This design comes from an exercise in tuning for small area, a short achievable clock period and few clock cycles on the open sky130 flow, not from production work.
Function was checked by simulation only, so behaviour that the tests miss may differ from the original.

<file path="flow/constraint.sdc">
create_clock -name core_clock -period 35.0 [get_ports {clk}]
set_input_delay 7.0000 -clock core_clock [delete_from_list [all_inputs] [get_ports {clk}]]
set_output_delay 7.0000 -clock core_clock [all_outputs]
set_load 0.01 [all_outputs]
</file>
<file path="flow/standard.sh">
#!/bin/bash
# synth_recipe.tcl (not shown) runs the flow's synth.tcl, then flattens the netlist and writes it again
# the make line also repeats each setting of config.mk as NAME=value (left out here)
make -C /OpenROAD-flow-scripts/flow DESIGN_CONFIG=/design/flow/config.mk WORK_HOME=/design/flow/orfs CLKGATE_MAP_FILE= SYNTH_SCRIPT=/design/flow/synth_recipe.tcl "${@:-finish}"
</file>
<file path="flow/design.v">
module salsa20_add32 (
    input  wire [31:0] a,
    input  wire [31:0] b,
    output wire [31:0] s
);
    wire [31:0] p0 = a ^ b;
    wire [31:0] g0 = a & b;
    wire [31:0] g [0:5];
    wire [31:0] p [0:5];
    assign g[0] = g0;
    assign p[0] = p0;
    genvar l, i;
    generate
        for (l = 0; l < 5; l = l + 1) begin : g_lvl
            for (i = 0; i < 32; i = i + 1) begin : g_bit
                if ((i >> l) & 1) begin : g_comb
                    localparam integer J = ((i >> l) << l) - 1;
                    assign g[l+1][i] = g[l][i] | (p[l][i] & g[l][J]);
                    assign p[l+1][i] = p[l][i] & p[l][J];
                end else begin : g_pass
                    assign g[l+1][i] = g[l][i];
                    assign p[l+1][i] = p[l][i];
                end
            end
        end
    endgenerate
    assign s = p0 ^ {g[5][30:0], 1'b0};
endmodule
module salsa20_qr (
    input  wire [31:0] a_i,
    input  wire [31:0] b_i,
    input  wire [31:0] c_i,
    input  wire [31:0] d_i,
    output wire [31:0] a_o,
    output wire [31:0] b_o,
    output wire [31:0] c_o,
    output wire [31:0] d_o
);
    wire [31:0] s1, s2, s3, s4;
    salsa20_add32 u_s1 (.a(a_i), .b(d_i), .s(s1));
    wire [31:0] b1 = b_i ^ {s1[24:0], s1[31:25]};    
    salsa20_add32 u_s2 (.a(b1), .b(a_i), .s(s2));
    wire [31:0] c1 = c_i ^ {s2[22:0], s2[31:23]};    
    salsa20_add32 u_s3 (.a(c1), .b(b1), .s(s3));
    wire [31:0] d1 = d_i ^ {s3[18:0], s3[31:19]};    
    salsa20_add32 u_s4 (.a(d1), .b(c1), .s(s4));
    wire [31:0] a1 = a_i ^ {s4[13:0], s4[31:14]};    
    assign a_o = a1;
    assign b_o = b1;
    assign c_o = c1;
    assign d_o = d1;
endmodule
module salsa20_round (
    input  wire [511:0] x_i,
    output wire [511:0] x_o      
);
    wire [31:0] x [0:15];
    wire [31:0] y [0:15];    
    genvar i;
    generate
        for (i = 0; i < 16; i = i + 1) begin : g_words
            assign x[i] = x_i[32*i +: 32];
            assign x_o[32*i +: 32] = y[4*(i%4) + i/4];
        end
    endgenerate
    salsa20_qr u_c0 (.a_i(x[0]),  .b_i(x[4]),  .c_i(x[8]),  .d_i(x[12]),
                     .a_o(y[0]),  .b_o(y[4]),  .c_o(y[8]),  .d_o(y[12]));
    salsa20_qr u_c1 (.a_i(x[5]),  .b_i(x[9]),  .c_i(x[13]), .d_i(x[1]),
                     .a_o(y[5]),  .b_o(y[9]),  .c_o(y[13]), .d_o(y[1]));
    salsa20_qr u_c2 (.a_i(x[10]), .b_i(x[14]), .c_i(x[2]),  .d_i(x[6]),
                     .a_o(y[10]), .b_o(y[14]), .c_o(y[2]),  .d_o(y[6]));
    salsa20_qr u_c3 (.a_i(x[15]), .b_i(x[3]),  .c_i(x[7]),  .d_i(x[11]),
                     .a_o(y[15]), .b_o(y[3]),  .c_o(y[7]),  .d_o(y[11]));
endmodule
module xsalsa20_ksg (
    input  wire         clk,
    input  wire         rst,
    input  wire         cmd_valid,
    output wire         cmd_ready,
    input  wire [255:0] cmd_key,
    input  wire [191:0] cmd_nonce,
    input  wire [63:0]  cmd_ctr,
    input  wire [15:0]  cmd_nblocks,
    output wire         ks_valid,
    input  wire         ks_ready,
    output wire [511:0] ks_data,
    output wire         ks_last
);
    localparam [31:0] SIGMA0 = 32'h61707865;
    localparam [31:0] SIGMA1 = 32'h3320646e;
    localparam [31:0] SIGMA2 = 32'h79622d32;
    localparam [31:0] SIGMA3 = 32'h6b206574;
    localparam [1:0] S_IDLE  = 2'd0;   
    localparam [1:0] S_ROUND = 2'd1;   
    localparam [1:0] S_LOAD  = 2'd2;   
    localparam [1:0] S_OUT   = 2'd3;   
    reg [1:0]   state;
    reg         hs;          
    reg [4:0]   round;       
    reg [511:0] x;           
    reg [255:0] subkey;
    reg [63:0]  ntail;       
    reg [63:0]  ctr;         
    reg [15:0]  remaining;   
    wire [511:0] x_r;
    salsa20_round u_round (.x_i(x), .x_o(x_r));
    function [511:0] load_state;
        input [255:0] k;
        input [127:0] v;
        begin
            load_state = {SIGMA3, k[255:128], SIGMA2, v, SIGMA1, k[127:0], SIGMA0};
        end
    endfunction
    wire [63:0]  ctr_inc  = ctr + 64'd1;
    wire [63:0]  ctr_load = (state == S_OUT) ? ctr_inc : ctr;
    wire [511:0] hs_init  = load_state(cmd_key, cmd_nonce[127:0]);
    wire [511:0] blk_init = load_state(subkey, {ctr_load, ntail});
    wire [511:0] j        = load_state(subkey, {ctr, ntail});
    wire last_round = (round == 5'd19);
    wire last_block = (remaining == 16'd1);
    always @(posedge clk) begin
        if (rst) begin
            state     <= S_IDLE;
            round     <= 5'd0;
            remaining <= 16'd0;
        end else begin
            case (state)
                S_IDLE: begin
                    if (cmd_valid) begin
                        x         <= hs_init;
                        ntail     <= cmd_nonce[191:128];
                        ctr       <= cmd_ctr;
                        remaining <= cmd_nblocks;
                        hs        <= 1'b1;
                        round     <= 5'd0;
                        state     <= S_ROUND;
                    end
                end
                S_ROUND: begin
                    x     <= x_r;
                    round <= last_round ? 5'd0 : round + 5'd1;
                    if (last_round) begin
                        if (hs) begin
                            subkey <= {x_r[32*9 +: 32], x_r[32*8 +: 32], x_r[32*7 +: 32], x_r[32*6 +: 32],
                                       x_r[32*15 +: 32], x_r[32*10 +: 32], x_r[32*5 +: 32], x_r[32*0 +: 32]};
                            state  <= S_LOAD;
                        end else begin
                            state  <= S_OUT;
                        end
                    end
                end
                S_LOAD: begin
                    x     <= blk_init;
                    hs    <= 1'b0;
                    state <= S_ROUND;
                end
                S_OUT: begin
                    if (ks_ready) begin
                        remaining <= remaining - 16'd1;
                        if (last_block) begin
                            state <= S_IDLE;
                        end else begin
                            x     <= blk_init;
                            ctr   <= ctr_inc;
                            state <= S_ROUND;
                        end
                    end
                end
                default: state <= S_IDLE;
            endcase
        end
    end
    genvar w;
    generate
        for (w = 0; w < 16; w = w + 1) begin : g_ff
            salsa20_add32 u_ff (.a(x[32*w +: 32]), .b(j[32*w +: 32]), .s(ks_data[32*w +: 32]));
        end
    endgenerate
    assign cmd_ready = (state == S_IDLE);
    assign ks_valid  = (state == S_OUT);
    assign ks_last   = last_block;
endmodule
</file>
<file path="flow/config.mk">
export PLATFORM = sky130hd
export DESIGN_NAME = xsalsa20_ksg
export DESIGN_NICKNAME = xsalsa20_ksg
export VERILOG_FILES = /design/flow/design.v
export SDC_FILE = /design/flow/constraint.sdc
export NUM_CORES = 4
export LEC_CHECK = 0
export CAP_MARGIN = 20
export CORE_MARGIN = 2
export CORE_UTILIZATION = 30
export SLEW_MARGIN = 20
</file>
<file path="flow/flow/run.sh">
#!/bin/bash
# The standard layout (standard.sh: the standard synthesis and ORFS steps)
# with two changes in how the layout is made; the clock period, the SDC and
# every check are unchanged:
#  * the resizer's timing repair is asked for extra setup slack, so the round
#    logic is sized for speed instead of being left at the minimum sizes that
#    already meet the 35 ns clock;
#  * every input and output port still gets its own buffer, but a plain
#    buf_1 instead of the delay cell buffer_ports picks by default (the
#    repair steps resize it where a port needs more drive).
set -euo pipefail
MARGIN=${REPAIR_MARGIN:-23.4}
bash standard.sh SETUP_SLACK_MARGIN=$MARGIN \
    "BUFFER_PORTS_ARGS=-buffer_cell sky130_fd_sc_hd__buf_1" \
    finish > standard_flow.log 2>&1
</file>
==> impl_metrics.yaml, run 1 <==
global_route:
  grt_pass1_vias: 69786
  grt_antenna_before_repair: 125
  grt-ovfl-total: 0
  grt_pass1_wl_mm: 646.7
  grt_usage_pct: 36.76
  grt_max_degree: 160
clock_tree:
  clockBufferDepth: 3
  cts_tree: "yes"
  cts_max_level: 3
  path_clk_slew_ps: 70
  cts-root-buf: "clkbuf_16"
  cts_buffers: 116
  clock_latency_ps: 830
  cts_sinks: 920
  ctsHoldBuffers: 0
floorplan:
  die_h_um: 512.0
  die-area_um2: 262200
  io_pins: 1047
  die_x_um: 512.0
  rows: 186
  start_util_pct: 30.16
  coreArea_um2: 256700
yosys:
  syn_avg_cell_area_um2: 9.990
  synth_seq_area_share_pct: 35.38
  synth_enable_flop_cells: 897
  synth_seq_cells: 920
  post_synth_instance_area_um2: 77430
  synthFlopType: "edfxtp_1"
  synthCells: 7750
  synth_cell_types: 113
  synth_warnings: 3
  synth_fp_nets: 9287
  synthArstFlopShare_pct: 0
timing:
  skew_ps: 53.22
  worst_pin_slew_ps: 1353
  holdWs_ps: 484.6
  setup_viol: 0
  relSlewSlack_pct: 9.119
  fmax_mhz: 86.04
  rsz0062_at_grt: "true"
  period_needed_ps: 11620
  finalHoldViolCount: 0
  slew_violations: 0
  tns_ps: 0
  fin_crit_sh_pct: 33.21
min_path:
  hold_path_class: "reg -> reg"
route:
  drtIter0Drc: 10316
  wl_mm: 500.6
  ant_nets: 0
  firstDrtPassIters: 8
  wl_per_cell_um: 39.61
  avgViaCountPerCell: 5.876
  drc_errors: 0
  num_vias: 74264
setup_path:
  cp-end-kind: "output pin"
  path_max_fanout: 4
  start_kind: "flip-flop"
  cpPeakStageDelay_ps: 960
  crit_type: "reg -> out"
  worstPathArrival_ps: 4620
  worst_ep_required_time_ps: 28000
  cpMostUsedCell: "nor2_1"
  reg2reg_slack_ps: 23660
  slowest_stage: "xnor2_1"
  crit_chain: "ha_1 > inv_1 > fa_1 > nor2b_2 > o211ai_1 > and3_1 > o41ai_4 > buf_4 > and2_1 > o21a_1 > nor2_1 > nor2b_1 > nor2_1 > xnor2_1 > buf_1"
placement:
  gp_congestion: 1.113
  io_buffers: 1046
  dp_hpwl_mm: 418.6
finish:
  final_common_cell: "buf_1"
  final_core_util_pct: 36.58
  final_cell_mix: "1039 x buf_1, 897 x edfxtp_1, 859 x ha_1"
  area_growth_pct: 21.28
  drive_above_1_share_pct: 10.60
  fillers: 26179
  final_nets: 10626
run_status:
  status: "timing/DRC/antenna clean"
job:
  max-cap-violations: 0
path summary, 6_finish.rpt:
| kind | cells after the start | end | startpoint |
|---|---|---|---|
| max | 15 | ks_data[431] | x[416] |
| min | 2 | remaining[4] | remaining[4] |
| max reg2reg | 45 | x[177] | x[38] |
| min reg2reg | 2 | remaining[4] | remaining[4] |
repair_timing:
action	4_1_cts	5_1_grt
setup buffers	56	70
gates resized for setup	127	132
endpoints found under the setup margin	287	190
pin swaps	39	63
cells in the mapped netlist, drive strengths merged (13+ instances only):
master / count / share of area, %
xnor2: 950 / 11
edfxtp: 897 / 35
ha: 865 / 14
nand2: 681 / 3.3
o21ai: 534 / 3.5
a21oi: 510 / 3.3
xor2: 437 / 4.9
inv: 360 / 1.7
nor2: 349 / 1.7
a22oi: 333 / 3.2
a21o: 227 / 2.2
clkbuf: 199 / 0.97
fa: 140 / 3.6
nand3: 110 / 0.73
nor3: 101 / 0.72
nand2b: 99 / 0.80
o21a: 96 / 0.94
and2: 82 / 0.67
nor2b: 77 / 0.62
o21bai: 72 / 0.70
and3: 68 / 0.55
nand4: 52 / 0.43
a31oi: 32 / 0.26
and4: 30 / 0.34
a211oi: 28 / 0.29
or3: 27 / 0.22
buf: 26 / 0.15
a221o: 25 / 0.32
o211ai: 25 / 0.24
dfxtp: 23 / 0.59
a31o: 22 / 0.25
or2: 22 / 0.18
a21boi: 15 / 0.15
a41oi: 15 / 0.17
nor4: 15 / 0.15
o31a: 15 / 0.17
o31ai: 14 / 0.16
o22ai: 13 / 0.11
or4: 13 / 0.13
final cells by class:
cell class	instances	area (um2)	share of cell area [%]
multi-input combinational	6245	49920	53.16
sequential	920	27400	29.18
timing repair buffer	1446	7029	7.486
tap	3384	4234	4.509
clock buffer	131	2980	3.174
inverter	360	1358	1.446
clock inverter	83	809.5	0.8621
antenna	69	172.7	0.1839
registers in the layout (all words and copies together) (netlist names):
name,cells
subkey,256
remaining,16
x,512
ctr,64
state,2
ntail,64
round,5
hs,1
critical path: cells and delay by family, from the launching register on:
kind / cells / cell delay, ps
compound gates: 3 / 500
xor+xnor: 1 / 960
fa+ha+maj: 2 / 610
buf+inv: 3 / 490
flops: 1 / 400
simple gates: 6 / 820
layer usage:
metal / vias up / global-route usage, % / wire length [um]
met1: 36990 / 47.13 / 194900
li1: 31025 / - / -
met4: 44 / 26.94 / 44140
met5: - / 0 / 317
met2: 5101 / 53.87 / 208900
met3: 1104 / 8.528 / 52310
through the flow:
stage	setup slack [ps]	instances	area (um2)
floorplan	15270	7750	77460
detailed placement	21260	12229	87600
global route	23320	12590	93780
finish	23380	12638	93900
CTS	23360	12499	92570
global placement	21090	12228	87500
logic make-up after synthesis:
group | count (synthesis) | synth area share, %
AO/OA/AOI/OAI | 2100 | 17.51
XOR/XNOR | 1390 | 15.80
adder cells (fa/ha/maj) | 1005 | 17.60
buffers and inverters | 585 | 2.865
flip-flops | 920 | 35.38
multiplexers | 5 | 0.07110
AND/OR/NAND/NOR | 1745 | 10.78
Testbench counts, summed over its fixed seeds: cycles 37,931.
==> run 2: changes to the inputs <==
--- a/flow/flow/run.sh
+++ b/flow/flow/run.sh
@@ -11,3 +11,3 @@
 set -euo pipefail
-MARGIN=${REPAIR_MARGIN:-23.4}
+MARGIN=${REPAIR_MARGIN:-23.6}
 bash standard.sh SETUP_SLACK_MARGIN=$MARGIN \
==> run 2 against run 1 <==
- cell area up 0.96%
- highest routed layer unchanged
- die area unchanged
- hold slack about the same
- sequential share of layout area down 0.28 points
- critical path depth down 2
- fmax up 1.5%
- area after synthesis unchanged
- non-clock buffer count up 53
- critical path type unchanged
- global-route usage up 0.12 points
- register-to-register slack better by 200 ps
- critical endpoint is now ks_data[434]
==> impl_metrics.yaml, run 2 <==
yosys:
  synthFlopType: "edfxtp_1"
  synth_area_leaders: "edfxtp_1 35%, ha_1 14%, xnor2_1 11%, xor2_1 4.9%, fa_1 3.6%"
  synth_fp_nets: 9287
  synthArstFlopShare_pct: 0
  yosysTopAreaCell: "edfxtp_1"
  syn_avg_cell_area_um2: 9.990
  synthCells: 7750
  synth_enable_flop_cells: 897
  synth.top_cell.area_share_pct: 34.79
  synth_warnings: 3
  synth_seq_area_share_pct: 35.38
  synth_seq_cells: 920
  synth_cell_types: 113
  synth_most_common_cell: "xnor2_1"
  post_synth_instance_area_um2: 77430
  synthTopCellsByCount: "948 x xnor2_1, 897 x edfxtp_1, 865 x ha_1, 681 x nand2_1, 510 x o21ai_0"
min_path:
  hold_path_startpoint: "remaining[4]"
  hold_path_class: "reg -> reg"
timing:
  finalHoldViolCount: 0
  fmax_mhz: 87.37
  holdWs_ps: 484.7
  skew_ps: 54.28
  rsz0062_at_grt: "true"
  worst_pin_slew_ps: 1329
  fin_crit_sh_pct: 32.70
  setup_viol: 0
  period_needed_ps: 11450
  relSlewSlack_pct: 10.74
  slew_violations: 0
  tns_ps: 0
finish:
  drive_above_1_share_pct: 11.91
  final_cell_mix: "1028 x buf_1, 897 x edfxtp_1, 855 x ha_1"
  final_common_cell: "buf_1"
  largest_register_ffs: 512
  top_register: "x"
  final_nets: 10679
  top_regs: "x x512, subkey x256"
  fillers: 26129
  area_growth_pct: 22.44
clock_tree:
  cts_buffers: 116
  ctsHoldBuffers: 0
  cts_max_level: 3
  path_clk_slew_ps: 60
  clock_latency_ps: 840
  cts_tree: "yes"
  cts-root-buf: "clkbuf_16"
  clockBufferDepth: 3
  cts_sinks: 920
placement:
  dp_hpwl_mm: 418.6
  io_buffers: 1046
  gp_congestion: 1.113
setup_path:
  worstSetupStartpoint: "subkey[192]"
  timing.rr.start: "x[384]"
  worstPathArrival_ps: 4450
  worst_ep_required_time_ps: 28000
  cp-end-kind: "output pin"
  reg2reg_slack_ps: 23860
  path_max_fanout: 3
  start_kind: "flip-flop"
  crit_type: "reg -> out"
global_route:
  grt_pass1_wl_mm: 649.0
  grt_max_degree: 160
  grt_antenna_before_repair: 124
  grt-ovfl-total: 0
  grt_usage_pct: 36.88
  grt_pass1_vias: 70158
route:
  drc_errors: 0
  ant_nets: 0
  drtIter0Drc: 10622
  avgViaCountPerCell: 5.899
  wl_mm: 502.7
  num_vias: 74779
  firstDrtPassIters: 7
  wl_per_cell_um: 39.66
floorplan:
  start_util_pct: 30.16
  die_x_um: 512.0
  die-area_um2: 262200
  io_pins: 1047
  die_h_um: 512.0
  rows: 186
  coreArea_um2: 256700
run_status:
  status: "timing/DRC/antenna clean"
job:
  max-cap-violations: 0
==> run 2: cell counts after synthesis <==
Identical to the previous run, type by type.
==> run 2: cell families after synthesis <==
| kind of cell | after synthesis | share of synthesized area [%] |
|---|---|---|
| XOR/XNOR | 1390 | 15.80 |
| AO/OA/AOI/OAI | 2100 | 17.51 |
| AND/OR/NAND/NOR | 1745 | 10.78 |
| adder cells (fa/ha/maj) | 1005 | 17.60 |
| multiplexers | 5 | 0.07110 |
| buffers and inverters | 585 | 2.865 |
| flip-flops | 920 | 35.38 |
==> run 2: timing repair <==
item / CTS / global route
resized for setup: 202 / 170
buffers inserted: 115 / 64
endpoints found under the setup margin: 344 / 220
pin swaps: 74 / 97
==> run 2: cell type report <==
class,count,area [um2],area share (%)
inverter,360,1358,1.432
antenna,55,137.6,0.1452
sequential,920,27400,28.90
multi-input combinational,6245,50430,53.19
timing repair buffer,1499,7461,7.870
clock inverter,83,809.5,0.8539
clock buffer,131,2980,3.144
tap,3384,4234,4.466
==> run 2: per-stage QoR <==
step	setup slack (ps)	instance area, um2	util (%)	cells
after global placement	21090	87500	34.09	12228
after CTS	23580	93310	36.35	12558
after floorplan	15270	77460	-	7750
final	23550	94800	36.93	12677
after detailed placement	21260	87600	34.13	12229
after global routing	23490	94680	36.89	12630
==> run 2: final timing paths <==
kind / end / cells after the start
min: remaining[4] / 2
max: ks_data[434] / 13
min reg2reg: remaining[4] / 2
max reg2reg: x[16] / 50
==> run 2: routing by layer <==
layer  wire length (um)  global-route usage (%)  vias up
li1                   -                       -    31082
met1             195800                   47.30    37340
met2             211300                   54.30     5184
met3              52160                   8.460     1123
met4              43150                   26.58       50
met5                311                       0        -
==> run 2: worst max-delay path: stages (launching register included) <==
cell	delay [ps]
edfxtp_1	390
ha_2	190
inv_1	60
fa_2	350
nor2b_2	130
o211ai_1	140
and3_4	220
o41ai_4	210
buf_4	200
nand2_1	60
o21a_1	220
o21bai_1	210
xor2_1	970
buf_1	240
==> run 3: changes to the inputs <==
==> flow/run.sh (new file) <==
#!/bin/bash
# synth_recipe.tcl (not shown) runs the flow's synth.tcl, then flattens the netlist and writes it again
# the make line also repeats each setting of config.mk as NAME=value (left out here)
make -C /OpenROAD-flow-scripts/flow DESIGN_CONFIG=/design/flow/config.mk WORK_HOME=/design/flow/orfs CLKGATE_MAP_FILE= SYNTH_SCRIPT=/design/flow/synth_recipe.tcl finish
--- a/flow/config.mk
+++ b/flow/config.mk
@@ -10,2 +10,3 @@
 export CORE_UTILIZATION = 30
+export SETUP_SLACK_MARGIN = 0.3
 export SLEW_MARGIN = 20
removed: flow/flow/run.sh
removed: flow/standard.sh
==> run 3 against run 2 <==
- the layout now fails its checks (capacitance limit, slew limit)
- non-clock buffer count shrank 150
- fmax shrank 18%
- first-iteration DRC count shrank 6.2%
- global-route usage is essentially flat
- hold slack lost 0.58 ps
- clock skew shrank 20 ps
- critical path depth grew 1
- cell area grew 3.9%
- area after synthesis is the same
==> impl_metrics.yaml, run 3 <==
finish:
  top_register: "x"
  area_growth_pct: 27.18
  final_cell_mix: "1046 x clkdlybuf4s50_1, 897 x edfxtp_1, 862 x ha_1"
  final_nets: 10530
  drive_above_1_share_pct: 7.536
  final_common_cell: "clkdlybuf4s50_1"
  largest_register_ffs: 512
  fillers: 25417
  top_regs: "x x512, subkey x256"
run_status:
  violations: "capacitance limit, slew limit"
  status: "failed layout checks"
setup_path:
  worstPathArrival_ps: 7020
  path_max_fanout: 4
  rr_endpoint: "x[177]"
  start_kind: "flip-flop"
  cp-end-kind: "output pin"
  worst_ep_required_time_ps: 28000
  r2r_cells: 45
  timing.rr.start: "x[36]"
  crit_type: "reg -> out"
  reg2reg_slack_ps: 21350
yosys:
  synth_cell_types: 113
  post_synth_instance_area_um2: 77430
  synth_most_common_cell: "xnor2_1"
  yosysTopAreaCell: "edfxtp_1"
  synthFlopType: "edfxtp_1"
  synth_fa_ha_area_share_pct: 17.60
  synth_xor_xnor_area_share_pct: 15.80
  synth_seq_area_share_pct: 35.38
  synthArstFlopShare_pct: 0
  synth_fp_nets: 9287
  synth_area_leaders: "edfxtp_1 35%, ha_1 14%, xnor2_1 11%, xor2_1 4.9%, fa_1 3.6%"
  synth_compound_area_share_pct: 17.51
  synth_seq_cells: 920
  synth_enable_flop_cells: 897
  muxShareOfSynthArea_pct: 0.07110
  yosys.area_share.simple_pct: 10.78
  synth_warnings: 3
  synth.top_cell.area_share_pct: 34.79
  synthTopCellsByCount: "948 x xnor2_1, 897 x edfxtp_1, 865 x ha_1, 681 x nand2_1, 510 x o21ai_0"
  synthCells: 7750
  synth_top_family_by_area: "adder cells"
  syn_avg_cell_area_um2: 9.990
clock_tree:
  cts_buffers: 117
  cts-root-buf: "clkbuf_16"
  clock_latency_ps: 820
  cts_sinks: 920
  ctsResizeCount: 0
  cts_tree: "yes"
  cts_setup_buffers: 0
  clockBufferDepth: 3
  path_clk_slew_ps: 60
  ctsHoldBuffers: 0
  cts_max_level: 3
placement:
  gp_congestion: 1.081
  dp_hpwl_mm: 420.0
  io_buffers: 1046
timing:
  finalHoldViolCount: 0
  worst_pin_slew_ps: 1490
  slew_violations: 1
  fin_crit_sh_pct: 40.05
  period_needed_ps: 14020
  setup_viol: 0
  fmax_mhz: 71.34
  tns_ps: 0
  rsz0062_at_grt: "false"
  relSlewSlack_pct: -0.03922
  skew_ps: 34.55
route:
  ant_nets: 0
  wl_per_cell_um: 40.06
  wl_mm: 501.5
  drtIter0Drc: 9964
  num_vias: 73303
  avgViaCountPerCell: 5.855
  firstDrtPassIters: 5
  drc_errors: 0
global_route:
  grt-ovfl-total: 0
  grt_antenna_before_repair: 103
  grt_pass1_vias: 69496
  grt_max_degree: 161
  grt_usage_pct: 36.84
  grt_pass1_wl_mm: 647.9
min_path:
  hold_path_startpoint: "remaining[4]"
  worstHoldPathCells: 2
  holdPathEnd: "remaining[4]"
  hold_path_class: "reg -> reg"
floorplan:
  coreArea_um2: 256700
  start_util_pct: 30.16
  die-area_um2: 262200
  die_x_um: 512.0
  die_h_um: 512.0
  rows: 186
  io_pins: 1047
job:
  max-cap-violations: 1
[run 3: cells by family after synthesis]
logic type | after synthesis
buffers and inverters | 585
DFF | 920
xor gates and xnor gates | 1390
AOI/OAI and AO/OA | 2100
adders and majority gates | 1005
and+or+nand+nor | 1745
muxes | 5
[run 3: through the flow]
step           utilization [%]  std cells  area [um2]  setup slack [ps]  hold WS, ps
6_report                 38.36      12520       98470             20980        484.1
5_1_grt                  38.33      12484       98380             21040        521.7
4_1_cts                  38.29      12473       98280             21210        479.0
3_5_place_dp             36.78      12257       94400             21770        471.0
3_3_place_gp             36.73      12252       94290             20860        465.0
2_1_floorplan                -       7750       77430              7187        443.7
[run 3: area by class of cell]
cell class | count | area [um2] | area share, %
antenna | 46 | 115.1 | 0.1169
clock inverter | 81 | 837.1 | 0.8500
multi-input combinational | 6245 | 48680 | 49.43
clock buffer | 135 | 3038 | 3.085
timing repair buffer | 1349 | 12820 | 13.02
inverter | 360 | 1354 | 1.375
sequential | 920 | 27400 | 27.82
tap | 3384 | 4234 | 4.300
[run 3: layer usage]
layer  routed length (um)  up-vias  track usage, %
li1                     -    30786               -
met1               198900    36564           47.25
met2               209000     4858           53.89
met3                51400     1053           9.078
met4                41880       42           26.28
met5                  287        -               0
[run 3: how the worst max path moves through the flow]
stage,start,to,slack [ps],cells after the start
after floorplan,rst,x[0],7190,2
after global placement,x[36],x[177],20860,45
after detailed placement,x[36],x[177],21770,45
after CTS,subkey[192],ks_data[447],21210,15
after global routing,subkey[192],ks_data[446],21040,14
final,subkey[192],ks_data[446],20980,14
[run 3: worst max-delay path: stages (launching register included)]
cell and delay [ps]:
edfxtp_1 660, ha_1 220, inv_1 50, fa_1 450, nor2b_1 180, o211ai_1 140
and3_1 220, o41ai_1 860, a31oi_1 510, o21ai_0 730, a41oi_1 220, nor3_1 430
a21oi_1 190, xnor2_1 630, clkdlybuf4s50_1 690
==> run 4: changes to the inputs <==
--- a/flow/config.mk
+++ b/flow/config.mk
@@ -7,3 +7,3 @@
 export LEC_CHECK = 0
-export CAP_MARGIN = 20
+export CAP_MARGIN = 40
 export CORE_MARGIN = 2
==> run 4 against run 3 <==
- the run now finishes clean
- critical path depth grew 31
- global-route usage is essentially flat
- wire length shrank 0.30%
- critical endpoint is now x[177]
==> impl_metrics.yaml, run 4 <==
placement:
  gp_congestion: 1.081
  dpl.cell_count: 12355
  dp_hpwl_mm: 420.9
  dp_slack_ps: 21770
  io_buffers: 1046
finish:
  final_nets: 10637
  drive_above_1_share_pct: 8.579
  top_regs: "x x512, subkey x256"
  final_core_util_pct: 38.84
  area_growth_pct: 28.76
  fillers: 25179
  final_common_cell: "clkdlybuf4s50_1"
  largest_register_ffs: 512
  final_cell_mix: "1046 x clkdlybuf4s50_1, 897 x edfxtp_1, 865 x xnor2_1"
  stdcell_count: 12619
  top_register: "x"
clock_tree:
  clock_latency_ps: 820
  cts_setup_buffers: 0
  clockBufferDepth: 3
  path_clk_slew_ps: 60
  cts_sinks: 920
  cts-root-buf: "clkbuf_16"
  cts_tree: "yes"
  cts_max_level: 3
  ctsHoldBuffers: 0
  ctsResizeCount: 0
  cts_buffers: 116
floorplan:
  die_x_um: 512.0
  rows: 186
  start_util_pct: 30.16
  coreArea_um2: 256700
  io_pins: 1047
  die_h_um: 512.0
  die-area_um2: 262200
yosys:
  yosysTopAreaCell: "edfxtp_1"
  synth_area_leaders: "edfxtp_1 35%, ha_1 14%, xnor2_1 11%, xor2_1 4.9%, fa_1 3.6%"
  synth_seq_cells: 920
  synth_warnings: 3
  synthTopCellsByCount: "948 x xnor2_1, 897 x edfxtp_1, 865 x ha_1, 681 x nand2_1, 510 x o21ai_0"
  synthCells: 7750
  syn_avg_cell_area_um2: 9.990
  synth.top_cell.area_share_pct: 34.79
  synth_seq_area_share_pct: 35.38
  synth_most_common_cell: "xnor2_1"
  synth_cell_types: 113
  post_synth_instance_area_um2: 77430
  synthFlopType: "edfxtp_1"
  synth_enable_flop_cells: 897
  synthArstFlopShare_pct: 0
  synth_fp_nets: 9287
setup_path:
  slowest_stage: "xnor2_2"
  critPathBufInv: 2
  cpPeakStageDelay_ps: 730
  r2r_cells: 45
  worstPathArrival_ps: 14310
  worst_ep_required_time_ps: 35680
  endpoint: "x[177]"
  worstSetupStartpoint: "x[36]"
  cpMostUsedCell: "a21oi_1"
  cp-end-kind: "flip-flop"
  crit_type: "reg -> reg"
  rr_endpoint: "x[177]"
  crit_family: "compound AO/OA/AOI/OAI gates"
  path_depth: 45
  path_max_fanout: 5
  timing.rr.start: "x[36]"
  reg2reg_slack_ps: 21370
  start_kind: "flip-flop"
job:
  max-cap-violations: 0
route:
  avgViaCountPerCell: 5.838
  wl_per_cell_um: 39.62
  firstDrtPassIters: 8
  drtIter0Drc: 10467
  wl_mm: 500.0
  ant_nets: 0
  num_vias: 73671
  drc_errors: 0
timing:
  fin_crit_sh_pct: 38.94
  slew_violations: 0
  setup_viol: 0
  holdWs_ps: 501.0
  fmax_mhz: 73.37
  worst_slack_ps: 21370
  tns_ps: 0
  finalHoldViolCount: 0
  rsz0062_at_grt: "false"
  relSlewSlack_pct: 23.92
  period_needed_ps: 13630
  skew_ps: 35.87
  worst_pin_slew_ps: 1141
global_route:
  grt_usage_pct: 36.82
  grt_max_degree: 161
  use_met3_pct: 8.833
  grt_pass1_wl_mm: 648.0
  grt-ovfl-total: 0
  grt_pass1_vias: 69611
  use_met1_pct: 47.42
  busiest_layer: "met2"
  grt_antenna_before_repair: 95
  gr-usage-met2_pct: 53.64
min_path:
  hold_path_class: "reg -> reg"
run_status:
  status: "timing/DRC/antenna clean"
-- run 4: cell counts after synthesis --
Identical to the previous run, type by type.
-- run 4: kinds of logic after synthesis --
kind of cell    after synthesis  synth area share (%)
simple gates               1745                 10.78
xor+xnor                   1390                 15.80
fa+ha+maj                  1005                 17.60
buf+inv                     585                 2.865
compound gates             2100                 17.51
mux                           5               0.07110
flops                       920                 35.38
-- run 4: layer usage --
metal  routed length, um  vias up
met5                 261        -
met4               42390       40
met3               50550     1042
met2              208000     4949
met1              198900    36667
li1                    -    30973
-- run 4: stage by stage --
stage,area (um2)
floorplan,77430
global route,99620
global placement,94290
CTS,99460
finish,99690
detailed placement,95330
-- run 4: cell type report --
type                       count  area [um2]  share of cell area (%)
antenna                       38       95.09                 0.09538
tap                         3384        4234                   4.247
sequential                   920       27400                   27.48
inverter                     360        1354                   1.358
timing repair buffer        1457       13880                   13.93
multi-input combinational   6245       48610                   48.76
clock buffer                 134        3034                   3.044
clock inverter                81        1090                   1.093
-- run 4: how the worst min path moves through the flow --
stage / startpoint / endpoint / slack [ps] / cells past startpoint
2_1_floorplan: remaining[4] / remaining[4] / 440 / 2
3_3_place_gp: remaining[4] / remaining[4] / 460 / 2
3_5_place_dp: remaining[4] / remaining[4] / 470 / 2
4_1_cts: remaining[4] / remaining[4] / 480 / 2
5_1_grt: remaining[4] / remaining[4] / 520 / 2
6_report: remaining[4] / remaining[4] / 500 / 2
-- run 4: worst register-to-register path: cells and delay by family, from the launching register on --
kind / cells / cell delay (ps)
adder cells (fa/ha/maj): 4 / 1500
XOR/XNOR: 4 / 1850
AND/OR/NAND/NOR: 7 / 1860
flip-flops: 1 / 640
AO/OA/AOI/OAI: 28 / 7260
buffers and inverters: 2 / 380

-- static timing again, ports no longer ideal --
How much do the figures lean on ideal ports? The routed layouts below were timed once more, with nothing changed but the port constraints.
Step 1, drivers: a clkbuf_16 drives clk and a buf_2 each remaining input, both assumed.
Step 2 adds t to the input delays and takes it off the output delays; t is the mean of the earliest and latest rising clock arrival at the registers after step 1. Input paths then give back, and output paths get back, about the clock's delay inside the block.
Slacks: ideal / step 1 / step 2; pairs: ideal / step 1.
| run | t, ns | setup slack, ns | worst hold slack (ns) | latest minus earliest clock arrival (ns) |
|---|---|---|---|---|
| run 1 | 0.900 | 23.377 / 23.284 / 23.382 | 0.485 / 0.485 / 0.485 | 0.054 / 0.054 |
| run 2 | 0.912 | 23.554 / 23.459 / 23.411 | 0.485 / 0.485 / 0.485 | 0.055 / 0.054 |
| run 3 | 0.899 | 20.982 / 20.888 / 21.346 | 0.484 / 0.484 / 0.484 | 0.036 / 0.036 |
| run 4 | 0.895 | 21.370 / 21.370 / 21.370 | 0.501 / 0.501 / 0.501 | 0.037 / 0.036 |
For run 2, which loses most, drivers alone change the setup slack by -0.095 ns; drivers and shift together by -0.143 ns.
